Source: an optimization exercise on an open RTL-to-GDS flow (aim: small area). Production flows keep margins and buffers that such runs may drop. Function was checked by simulation only, so behaviour that the tests miss may differ from the original. Power figures rest on the tool's default switching activity, not on a simulated workload.

==> flow/run.sh <==
#!/bin/bash
# Own layout flow: the standard ORFS flow (standard.sh) with these changes
# to how the layout is made:
#  - synthesis leaves adders to ABC instead of mapping them to adder cells,
#    maps logic with an area-only ABC script (flow/abc_area.script), and
#    inserts no extra buffers on nets that also drive output ports,
#  - the port buffers use the smallest buffer cell,
#  - clock tree synthesis clusters up to 20 sinks per clkbuf_8 and adds no
#    dummy loads.
# Every tool's full output is in ORFS's logs under orfs/logs/; this script's
# output (make and the DEF export) is in run_standard.log.
set -euo pipefail
W=$PWD
rm -rf "$W/scripts_own"
cp -r "$FLOW_HOME/scripts" "$W/scripts_own"
cp "$W/flow/abc_area.script" "$W/scripts_own/abc_area.script"
export SCRIPTS_DIR="$W/scripts_own"
export ADDER_MAP_FILE=
export SYNTH_INSBUF=0
export BUFFER_PORTS_ARGS="-buffer_cell sky130_fd_sc_hd__buf_1"
export CTS_ARGS="-sink_clustering_enable -repair_clock_nets -sink_clustering_size 20 -sink_clustering_max_diameter 60 -buf_list sky130_fd_sc_hd__clkbuf_8 -dont_use_dummy_load"
bash "$W/standard.sh" > "$W/run_standard.log" 2>&1
==> flow/abc_area.script <==
strash
balance
rewrite
refactor
balance
rewrite
rewrite -z
balance
refactor -z
rewrite -z
balance
&get -n
&st
&dch -f
&nf -a -R 1000
&st
&dch -f
&nf -a -R 1000
&put
topo
==> standard.sh <==
#!/bin/bash
# synth_recipe.tcl (not shown) runs the flow's synth.tcl, then flattens the netlist and writes it again
# the make line also repeats each setting of config.mk as NAME=value (left out here)
make -C /OpenROAD-flow-scripts/flow DESIGN_CONFIG=/design/flow/config.mk WORK_HOME=/design/flow/orfs CLKGATE_MAP_FILE= SYNTH_SCRIPT=/design/flow/synth_recipe.tcl "${@:-finish}"
==> config.mk <==
export PLATFORM = sky130hd
export DESIGN_NAME = modbus_led
export DESIGN_NICKNAME = modbus_led
export VERILOG_FILES = /design/flow/design.v
export SDC_FILE = /design/flow/constraint.sdc
export NUM_CORES = 4
export LEC_CHECK = 0
export ABC_AREA = 1
export CAP_MARGIN = 20
export CORE_MARGIN = 2
export CORE_UTILIZATION = 60
export GPL_TIMING_DRIVEN = 0
export PLACE_DENSITY = 0.7
export SLEW_MARGIN = 20
==> constraint.sdc <==
create_clock -name core_clock -period 10.0 [get_ports {clk}]
set_input_delay 2.0000 -clock core_clock [delete_from_list [all_inputs] [get_ports {clk}]]
set_output_delay 2.0000 -clock core_clock [all_outputs]
set_load 0.01 [all_outputs]
==> design.v <==
module mb_proto (
    input  wire        clk,
    input  wire        rst,
    input  wire        rx_valid,
    input  wire [7:0]  rx_data,
    output wire        rx_ready,
    output reg         tx_valid,
    output wire [7:0]  tx_data,
    input  wire        tx_ready,
    input  wire        scan_busy,    
    output wire        note_valid,
    output wire [15:0] note_min,
    output wire [15:0] note_sec,
    output wire        conv,         
    output wire [3:0]  conv_step,
    output wire [9:0]  conv_mbit,    
    output wire [5:0]  conv_sbit,    
    output wire [5:0]  ring_pos
);
    localparam [1:0] S_RX = 2'd0, S_EXEC = 2'd1, S_TX = 2'd2;
    reg [511:0] ring;
    reg [5:0]   pos;            
    reg         clr;            
    reg  [7:0]  rv;             
    always @(*) begin
        case (pos)
            6'd4:  rv = 8'h07;                   
            6'd5:  rv = 8'hB2;
            6'd7, 6'd9, 6'd11: rv = 8'h01;       
            default: rv = 8'h00;
        endcase
    end
    wire [7:0]  base = clr ? rv : ring[7:0];    
    wire        we;
    wire [7:0]  din  = we ? rx_data : base;
    assign ring_pos = pos;
    reg [1:0]  st;
    reg [3:0]  idx;             
    reg [7:0]  rem;             
    reg [31:0] ch;              
    reg        a_big;           
    reg [4:0]  a;
    reg        q_big;           
    reg [6:0]  q;
    reg        bc_ok;           
    reg [6:0]  j;               
    reg        chg;             
    reg        cap;             
    reg        cgo;             
    wire [7:0] fc   = ch[31:24];
    wire       fc03 = (fc == 8'h03);
    wire       fc06 = (fc == 8'h06);
    wire       fc10 = (fc == 8'h10);
    wire       at_slot = (pos == j[5:0]);
    wire [7:0] sum_aq  = {3'b0, a} + {1'b0, q};
    wire       q_zero  = ~q_big & (q == 7'd0);
    wire       rng_bad = a_big | q_big | (sum_aq > 8'd32);
    wire       e03_rd  = fc03 & (q_zero | q_big | (q > 7'd125));
    wire       e02_rd  = fc03 & ~e03_rd & rng_bad;
    wire       e02_ws  = fc06 & a_big;
    wire       e03_wm  = fc10 & (q_zero | q_big | (q > 7'd123) | ~bc_ok);
    wire       e02_wm  = fc10 & ~e03_wm & rng_bad;
    wire       e01     = ~(fc03 | fc06 | fc10);
    wire       e02     = e02_rd | e02_ws | e02_wm;
    wire       exc     = e01 | e02 | e03_rd | e03_wm;
    wire       ok03    = fc03 & ~exc;
    wire       ok06    = fc06 & ~exc;
    wire       last_rx = (idx >= 4'd6) && (rem == 8'd1);
    wire       wr_byte = (fc06 & ~a_big & ((idx == 4'd10 & ~last_rx) | idx == 4'd11)) |
                         (fc10 & ~exc & (idx == 4'd13) & (j != {sum_aq[5:0], 1'b0}));
    assign rx_ready = (st == S_RX) & ~cap & (~wr_byte | at_slot);
    wire   rx_fire  = rx_valid & rx_ready;
    assign we       = rx_fire & wr_byte;
    assign note_valid = cap & ~cgo & ~scan_busy & (pos == 6'd0);
    assign conv      = note_valid | cgo;
    assign conv_step = pos[3:0];
    assign conv_mbit = {ring[448], ring[457], ring[466], ring[475], ring[484],
                        ring[493], ring[502], ring[511], ring[504], ring[1]};
    assign conv_sbit = {ring[496], ring[505], ring[2], ring[11], ring[20], ring[29]};
    assign note_min   = {ring[7:0], ring[15:8]};
    assign note_sec   = {ring[23:16], ring[31:24]};
    wire       ring_ph = (ok03 & idx >= 4'd9) | (ok06 & idx >= 4'd10);
    wire       ring_nx = (ok03 & idx >= 4'd8) | (ok06 & idx >= 4'd9);
    wire       last_tx = ring_ph ? (ok03 ? (j == {sum_aq[5:0], 1'b0}) : ~j[0])
                                 : (idx == (exc ? 4'd8 : 4'd11));
    wire       pace    = ~cap | (pos[4:0] == 5'd0);
    reg  [7:0] tbyte;
    always @(*) begin
        case (idx)
            4'd0: tbyte = ch[7:0];
            4'd1: tbyte = ch[15:8];
            4'd5: tbyte = exc ? 8'd3 : ok03 ? {q[5:0], 1'b0} + 8'd3 : 8'd6;
            4'd6: tbyte = ch[23:16];
            4'd7: tbyte = {exc | fc[7], fc[6:0]};
            4'd8: tbyte = e01 ? 8'd1 : e02 ? 8'd2 : exc ? 8'd3 : ok03 ? {q[6:0], 1'b0} : 8'd0;
            4'd9: tbyte = {3'd0, a};
            4'd11: tbyte = {1'b0, q};
            default: tbyte = 8'd0;
        endcase
    end
    assign tx_data = ring_ph ? rem : tbyte;
    always @(posedge clk) begin
        ring <= {din, ring[511:8]};
        pos  <= pos + 6'd1;
        if (pos == 6'd63) clr <= 1'b0;
        if (note_valid) cgo <= 1'b1;
        if (cgo & (pos == 6'd9)) begin
            cgo <= 1'b0;
            cap <= 1'b0;
        end
        case (st)
            S_RX: if (rx_fire) begin
                if (idx != 4'd13) idx <= idx + 4'd1;
                if (idx >= 4'd6) rem <= rem - 8'd1;
                if (idx == 4'd0 || idx == 4'd1 || idx == 4'd6 || idx == 4'd7)
                    ch <= {rx_data, ch[31:8]};
                case (idx)
                    4'd2: chg <= (rx_data != 8'd0);
                    4'd3, 4'd4: chg <= chg | (rx_data != 8'd0);
                    4'd5: begin
                        chg <= chg | (rx_data < 8'd2) | (rx_data > 8'd253);
                        rem <= rx_data;
                    end
                    4'd6: chg <= 1'b0;
                    4'd8: a_big <= (rx_data != 8'd0);
                    4'd9: begin
                        a_big <= a_big | (rx_data[7:5] != 3'd0);
                        a     <= rx_data[4:0];
                        j     <= {1'b0, rx_data[4:0], 1'b0};
                    end
                    4'd10: q_big <= (rx_data != 8'd0);
                    4'd11: begin
                        q_big <= q_big | rx_data[7];
                        q     <= rx_data[6:0];
                    end
                    4'd12: bc_ok <= (rx_data == {q, 1'b0}) & (rem > rx_data);
                    default: ;
                endcase
                if (we) begin
                    j <= j + 7'd1;
                    if (pos[5:2] == 4'd0 && rx_data != base) chg <= 1'b1;
                end
                if (idx == 4'd6 && chg) begin
                    idx <= 4'd0;
                end else if (last_rx) begin
                    idx <= idx;
                    st  <= S_EXEC;
                end
            end
            S_EXEC: begin
                idx <= 4'd0;
                j   <= {1'b0, a, 1'b0};
                if (((fc03 | fc06) & idx <= 4'd10) | (fc10 & idx <= 4'd11)) begin
                    st <= S_RX;
                end else begin
                    st  <= S_TX;
                    cap <= chg;
                end
            end
            default: begin
                if (~tx_valid) begin
                    if (pace & (~ring_ph | at_slot)) begin
                        tx_valid <= 1'b1;
                        if (ring_ph) begin
                            rem <= din;
                            j   <= j + 7'd1;
                        end
                    end
                end else if (tx_ready) begin
                    if (last_tx) begin
                        tx_valid <= 1'b0;
                        st       <= S_RX;
                        idx      <= 4'd0;
                    end else begin
                        if (~ring_ph) idx <= idx + 4'd1;
                        if (pace & (~ring_nx | at_slot)) begin
                            if (ring_nx) begin
                                rem <= din;
                                j   <= j + 7'd1;
                            end
                        end else
                            tx_valid <= 1'b0;
                    end
                end
            end
        endcase
        if (rst) begin
            pos      <= 6'd0;
            clr      <= 1'b1;
            st       <= S_RX;
            idx      <= 4'd0;
            cap      <= 1'b0;
            cgo      <= 1'b0;
            tx_valid <= 1'b0;
        end
    end
endmodule
module disp_render (
    input  wire        clk,
    input  wire        rst,
    input  wire        load,
    input  wire [15:0] t_min,
    input  wire [15:0] t_sec,
    input  wire        conv,
    input  wire [3:0]  conv_step,
    input  wire [9:0]  conv_mbit,
    input  wire [5:0]  conv_sbit,
    input  wire [1:0]  srow,
    input  wire [4:0]  pcol,        
    output wire        pix
);
    reg       dv;               
    reg       m_sat, s_sat;     
    reg [3:0] dm2, dm1, dm0;    
    reg [2:0] ds1;
    reg [3:0] ds0;
    function [3:0] add3;
        input [3:0] x;
        add3 = (x >= 4'd5) ? x + 4'd3 : x;
    endfunction
    wire       first = (conv_step == 4'd0);
    wire       ms    = first ? ((t_min[15:10] != 6'd0) | (t_min[9:0] > 10'd999)) : m_sat;
    wire       ss    = first ? ((t_sec[15:6] != 10'd0) | (t_sec[5:0] > 6'd59)) : s_sat;
    wire [9:0] m999  = 10'b1110011111;    
    wire [5:0] s59   = 6'b110111;         
    wire       mb    = ms ? m999[conv_step] : conv_mbit[conv_step];
    wire       sb    = ss ? s59[conv_step[2:0]] : conv_sbit[conv_step[2:0]];
    wire [11:0] mcur = first ? 12'd0 : {dm2, add3(dm1), add3(dm0)};
    wire [6:0]  scur = first ? 7'd0  : {ds1, add3(ds0)};
    always @(posedge clk) begin
        if (rst)
            dv <= 1'b0;
        else if (load)
            dv <= 1'b1;
        if (conv) begin
            m_sat <= ms;
            s_sat <= ss;
            {dm2, dm1, dm0} <= {mcur[10:0], mb};
            if (conv_step < 4'd6)
                {ds1, ds0} <= {scur[5:0], sb};
        end
    end
    reg [3:0] d;
    reg [2:0] gc;
    reg       on;
    always @(*) begin
        on = 1'b1; d = 4'd0; gc = 3'd0;
        case (pcol)
            5'd8, 5'd9, 5'd10, 5'd11, 5'd12:   begin d = dm2;         gc = pcol[2:0];        end
            5'd14, 5'd15, 5'd16, 5'd17, 5'd18: begin d = dm1;         gc = pcol[2:0] - 3'd6; end
            5'd20, 5'd21, 5'd22, 5'd23, 5'd24: begin d = dm0;         gc = pcol[2:0] - 3'd4; end
            5'd29, 5'd30, 5'd31, 5'd0, 5'd1:   begin d = {1'b0, ds1}; gc = pcol[2:0] - 3'd5; end
            5'd3, 5'd4, 5'd5, 5'd6, 5'd7:      begin d = ds0;         gc = pcol[2:0] - 3'd3; end
            default: on = 1'b0;
        endcase
    end
    reg [19:0] f;               
    always @(*) begin
        case (d)
            4'd0: f = {5'h0E | 5'h19, 5'h11 | 5'h11, 5'h13 | 5'h0E, 5'h15};
            4'd1: f = {5'h04 | 5'h04, 5'h0C | 5'h04, 5'h04 | 5'h0E, 5'h04};
            4'd2: f = {5'h0E | 5'h04, 5'h11 | 5'h08, 5'h01 | 5'h1F, 5'h02};
            4'd3: f = {5'h1F | 5'h01, 5'h02 | 5'h11, 5'h04 | 5'h0E, 5'h02};
            4'd4: f = {5'h02 | 5'h1F, 5'h06 | 5'h02, 5'h0A | 5'h02, 5'h12};
            4'd5: f = {5'h1F | 5'h01, 5'h10 | 5'h11, 5'h1E | 5'h0E, 5'h01};
            4'd6: f = {5'h06 | 5'h11, 5'h08 | 5'h11, 5'h10 | 5'h0E, 5'h1E};
            4'd7: f = {5'h1F | 5'h08, 5'h01 | 5'h08, 5'h02 | 5'h08, 5'h04};
            4'd8: f = {5'h0E | 5'h11, 5'h11 | 5'h11, 5'h11 | 5'h0E, 5'h0E};
            default: f = {5'h0E | 5'h01, 5'h11 | 5'h02, 5'h11 | 5'h0C, 5'h0F};
        endcase
    end
    wire [4:0] fr = f[19 - 5*srow -: 5];
    assign pix = dv & on & fr[3'd4 - gc];
endmodule
module scan_engine (
    input  wire       clk,
    input  wire       rst,
    input  wire       scan_tick,
    input  wire [5:0] pos,
    output reg        busy,         
    input  wire       pix,          
    output reg        panel_oe,
    output reg  [1:0] panel_addr,
    output reg        panel_data,
    output wire       panel_clk,
    output reg        panel_lat
);
    reg pend;                       
    assign panel_clk = busy & pos[0];
    always @(posedge clk)
        panel_data <= pix;
    always @(posedge clk) begin
        if (rst) begin
            pend       <= 1'b0;
            busy       <= 1'b0;
            panel_oe   <= 1'b0;
            panel_addr <= 2'd3;
            panel_lat  <= 1'b0;
        end else begin
            panel_lat <= 1'b0;
            if (scan_tick) begin
                panel_oe <= 1'b0;
                pend     <= 1'b1;
            end
            if (panel_lat)
                panel_oe <= 1'b1;
            if (pos == 6'd15) begin
                if (busy) begin
                    busy      <= 1'b0;
                    panel_lat <= 1'b1;
                end else if (pend) begin
                    pend       <= 1'b0;
                    busy       <= 1'b1;
                    panel_addr <= panel_addr + 2'd1;
                end
            end
        end
    end
endmodule
module modbus_led (
    input  wire        clk,
    input  wire        rst,
    input  wire        rx_valid,
    input  wire [7:0]  rx_data,
    output wire        rx_ready,
    output wire        tx_valid,
    output wire [7:0]  tx_data,
    input  wire        tx_ready,
    output wire        log_valid,
    output wire [15:0] log_min,
    output wire [15:0] log_sec,
    input  wire        scan_tick,
    output wire        panel_oe,
    output wire [1:0]  panel_addr,
    output wire        panel_data,
    output wire        panel_clk,
    output wire        panel_lat
);
    wire       scan_busy;
    wire [5:0] pos;
    wire       pix;
    wire       conv;
    wire [3:0] conv_step;
    wire [9:0] conv_mbit;
    wire [5:0] conv_sbit;
    mb_proto u_proto (
        .clk        (clk),
        .rst        (rst),
        .rx_valid   (rx_valid),
        .rx_data    (rx_data),
        .rx_ready   (rx_ready),
        .tx_valid   (tx_valid),
        .tx_data    (tx_data),
        .tx_ready   (tx_ready),
        .scan_busy  (scan_busy),
        .note_valid (log_valid),
        .note_min   (log_min),
        .note_sec   (log_sec),
        .conv       (conv),
        .conv_step  (conv_step),
        .conv_mbit  (conv_mbit),
        .conv_sbit  (conv_sbit),
        .ring_pos   (pos)
    );
    disp_render u_disp (
        .clk        (clk),
        .rst        (rst),
        .load       (log_valid),
        .t_min      (log_min),
        .t_sec      (log_sec),
        .conv       (conv),
        .conv_step  (conv_step),
        .conv_mbit  (conv_mbit),
        .conv_sbit  (conv_sbit),
        .srow       (panel_addr),
        .pcol       (pos[5:1]),
        .pix        (pix)
    );
    scan_engine u_scan (
        .clk        (clk),
        .rst        (rst),
        .scan_tick  (scan_tick),
        .pos        (pos),
        .busy       (scan_busy),
        .pix        (pix),
        .panel_oe   (panel_oe),
        .panel_addr (panel_addr),
        .panel_data (panel_data),
        .panel_clk  (panel_clk),
        .panel_lat  (panel_lat)
    );
endmodule
==> metrics.cfg <==
[status]
outcome=complete, no violations

[clock_tree]
cts_max_level=2
ctsLongestPathBuffers=3
cts.repair.resized=0
path_clk_slew_ns=0.11
post_cts_buffers=0
clk_latency_ns=0.57
cts_buffers=40
ctsHoldBuffers=0
cts.sinks=620
cts_tree=yes
cts_root_buf=clkbuf_8

[final_layout]
fin_nets=1381
finalInstanceArea_sq_um=18300
areaGrowthSynthToFinish_pct=7.74
final_layout_size_suffix_gt1_frac=0.0381
antenna_cells=0
final_core_util=0.657

[timing]
setup_viol=0
period_share=0.677
post-route-min-period_ns=6.77
rsz0062_at_grt=false
max_slew_margin=0.284
worstMarginPinSlew_ns=1.07
hold_viol=0
fin_skew_ns=0.0721
setup_tns_ns=0
setup_ws_ns=3.23
fmax_mhz=148
drv_slew=0

[synthesis]
syn_area_sq_um=16900
ys_ff_latch=620
synth_area_leaders=dfxtp_1 (63%), edfxtp_1 (15%), a21oi_1 (2.0%)
synth_top_area_frac=0.633
yosysTopAreaCell=dfxtp_1
synth_edf_count=84
synth_cells=1261
syn_area_per_cell_sq_um=13.4
yosysUniqueCellTypes=60
seq_area_frac_synth=0.782
ys_warn_count=3
synthesis.nets=1274
async_flop_share=0
ys.flop_type=dfxtp_1

[critical_path]
critPathArrivalTime_ns=4.77
critPathMaxStageDelay_ns=0.62
critical_path_class=reg -> out
path_cells=xnor2_1 -> o21ai_0 -> nand2_1 -> nand2_1 -> xnor2_1 -> nand4_1 -> o21ai_0 -> a21oi_1 -> a211oi_2 -> nand2_1 -> o22ai_2 -> nor2_1 -> o21ai_0 -> nand2_1 -> buf_1
required_ns=8.00
slowest_stage=o22ai_2
critical_path.max_fanout=14
crit_top_cell=nand2_1
worst_setup_path_end_kind=output port
start_kind=register

[place]
place_hpwl_um=19200
portBuffers=61
gp_congestion=0.889
place_ws_ns=2.98
postPlaceCellArea_sq_um=17700

[power]
p_sw_mw=0.764
clkPwrFrac=0.273
combinationalPowerShare=0.031
power.total_mw=3.75
p_per_area_nw_per_um2=205
p_leak_nw=6.73
swShare=0.204
intPower_mw=2.98
seqPwrFrac=0.696
peakVddDrop_uv=124

[floorplanning]
io_pins=62
dieArea_sq_um=29600
initial_core_util=0.610
fp-row-count=61
die_w_um=172
fp.dieH_um=172
core_area_sq_um=27800

[drt]
vias=9595
drt-initial-drc-count=1028
vias_per_cell=5.50
antenna_left=0
drt_pre_antenna_iters=5
wl_per_cell_um=16.6
drc=0
totalWireLength_um=28900

[worst_hold_path]
min_path_type=reg -> reg

[grt]
antenna_found_initial=0
grt_usage=0.197
grt-ovfl-total=0
grt_start_max_net_pins=24
grt_pass1_wl_um=45600
first_global_vias=8931

[flow_run]
max_cap_violations=0

## cells by family after synthesis
logic type / count (synthesis) / synth area share
mux: 5 / 0.00384
simple gates: 331 / 0.0946
compound gates: 242 / 0.0937
xor+xnor: 39 / 0.0202
flops: 620 / 0.782
buf+inv: 24 / 0.00532
## placed cells by master (no fill, tap or decap), types with 6 or more instances in the layout
| cell type | instances |
|---|---|
| nand2b_1 | 11 |
| and3_1 | 12 |
| a31oi_1 | 12 |
| a22oi_1 | 19 |
| nand3_1 | 22 |
| nor2b_1 | 13 |
| nand4_1 | 14 |
| a22o_1 | 6 |
| nor4_1 | 12 |
| clkinv_1 | 24 |
| a21oi_1 | 68 |
| a211oi_1 | 8 |
| xnor2_1 | 22 |
| a221o_1 | 6 |
| a222oi_1 | 6 |
| o211ai_1 | 7 |
| or2_0 | 8 |
| nor2_1 | 88 |
| nor3_1 | 32 |
| o21ai_0 | 50 |
| clkbuf_8 | 40 |
| and2_0 | 11 |
| dfxtp_1 | 536 |
| xor2_1 | 17 |
| edfxtp_1 | 84 |
| buf_1 | 61 |
| nand2_1 | 83 |
## stage by stage
stage,cells,hold WS [ns]
after floorplan,1261,0.310
after global placement,1700,0.310
after detailed placement,1703,0.312
after CTS,1743,0.302
after global routing,1744,0.298
final,1744,0.301
## state kept, by name, indices dropped and copies added (netlist names), 2 cells and up
register and cells:
u_disp.dm0 4, u_disp.dm2 4, u_disp.dm1 4, u_proto.a 5
u_proto.j 7, u_proto.st 2, u_proto.q 7, u_disp.ds0 4
u_disp.ds1 3, u_proto.ch 32, u_proto.pos 6, u_proto.rem 8
u_scan.panel_addr 2, u_proto.ring 512, u_proto.idx 4
## cell type report
cell class	count	area, sq um
Inverter	24	90.1
Fill cell	2106	9530
Multi-Input combinational cell	617	3630
Sequential cell	620	13300
Timing Repair Buffer	65	256
Clock buffer	40	551
Tap cell	378	473
## worst max-delay path, delay by kind of cell (launching register included)
family          cells  cell delay [ns]
buf+inv             1             0.15
simple gates        6             1.13
compound gates      6             1.97
flops               1             0.59
xor+xnor            2             0.41
## cell usage after synthesis (17+ instances only)
master,n
a22oi_1,19
a21oi_1,68
edfxtp_1,84
nor2_1,90
dfxtp_1,536
o21ai_0,50
nand2_1,83
xor2_1,17
clkinv_1,24
nor3_1,34
xnor2_1,22
nand3_1,22
## power by group through the flow
stage               Sequential [mW]  Clock (mW)  Combinational [mW]
detailed placement             2.67           0               0.115
global route                   2.62        1.15               0.130
global placement               2.66           0               0.111
finish                         2.61        1.02               0.117
floorplan                      2.65           0              0.0783
CTS                            2.61        1.06               0.116
## per-layer routing
metal / track usage / vias to the layer above / wire length [um]
met5: 0 / - / 0
met4: 0.0756 / 0 / 865
met1: 0.287 / 4533 / 13800
met3: 0.0380 / 65 / 2010
met2: 0.293 / 346 / 12300
li1: - / 4651 / -
## path summary, 6_finish.rpt
path	startpoint	endpoint	slack (ns)	cells past startpoint
max	u_proto.q[1]	tx_data[1]	3.23	15
min	u_proto.ring[470]	u_proto.ring[462]	0.30	0
max reg2reg	u_proto.q[1]	u_proto.rem[1]	4.66	16
min reg2reg	u_proto.ring[470]	u_proto.ring[462]	0.30	0

## afterwards: timing with drivers on the ports
How much do the figures lean on ideal ports? The routed layout below was timed once more, with nothing changed but the port constraints. Step 1: set_driving_cell puts a clkbuf_16 on clk and a buf_2 on each other input, an assumption about the parent block. Step 2 adds t to the input delays and takes it off the output delays; t is the mean of the earliest and latest rising clock arrival at the registers after step 1. Input paths then give back, and output paths get back, about the clock's delay inside the block. Slacks: no drivers / after step 1 / after step 2; pairs: no drivers / after step 1.
t, ns: 0.584
slack for setup (ns): 3.227 / 3.177 / 3.761
hold WS [ns]: 0.301 / 0.301 / 0.301
worst setup path at the end: register to output
After both steps this run still meets setup and hold. The setup slack of this run moves by -0.050 ns with the drivers and by +0.534 ns with both steps.
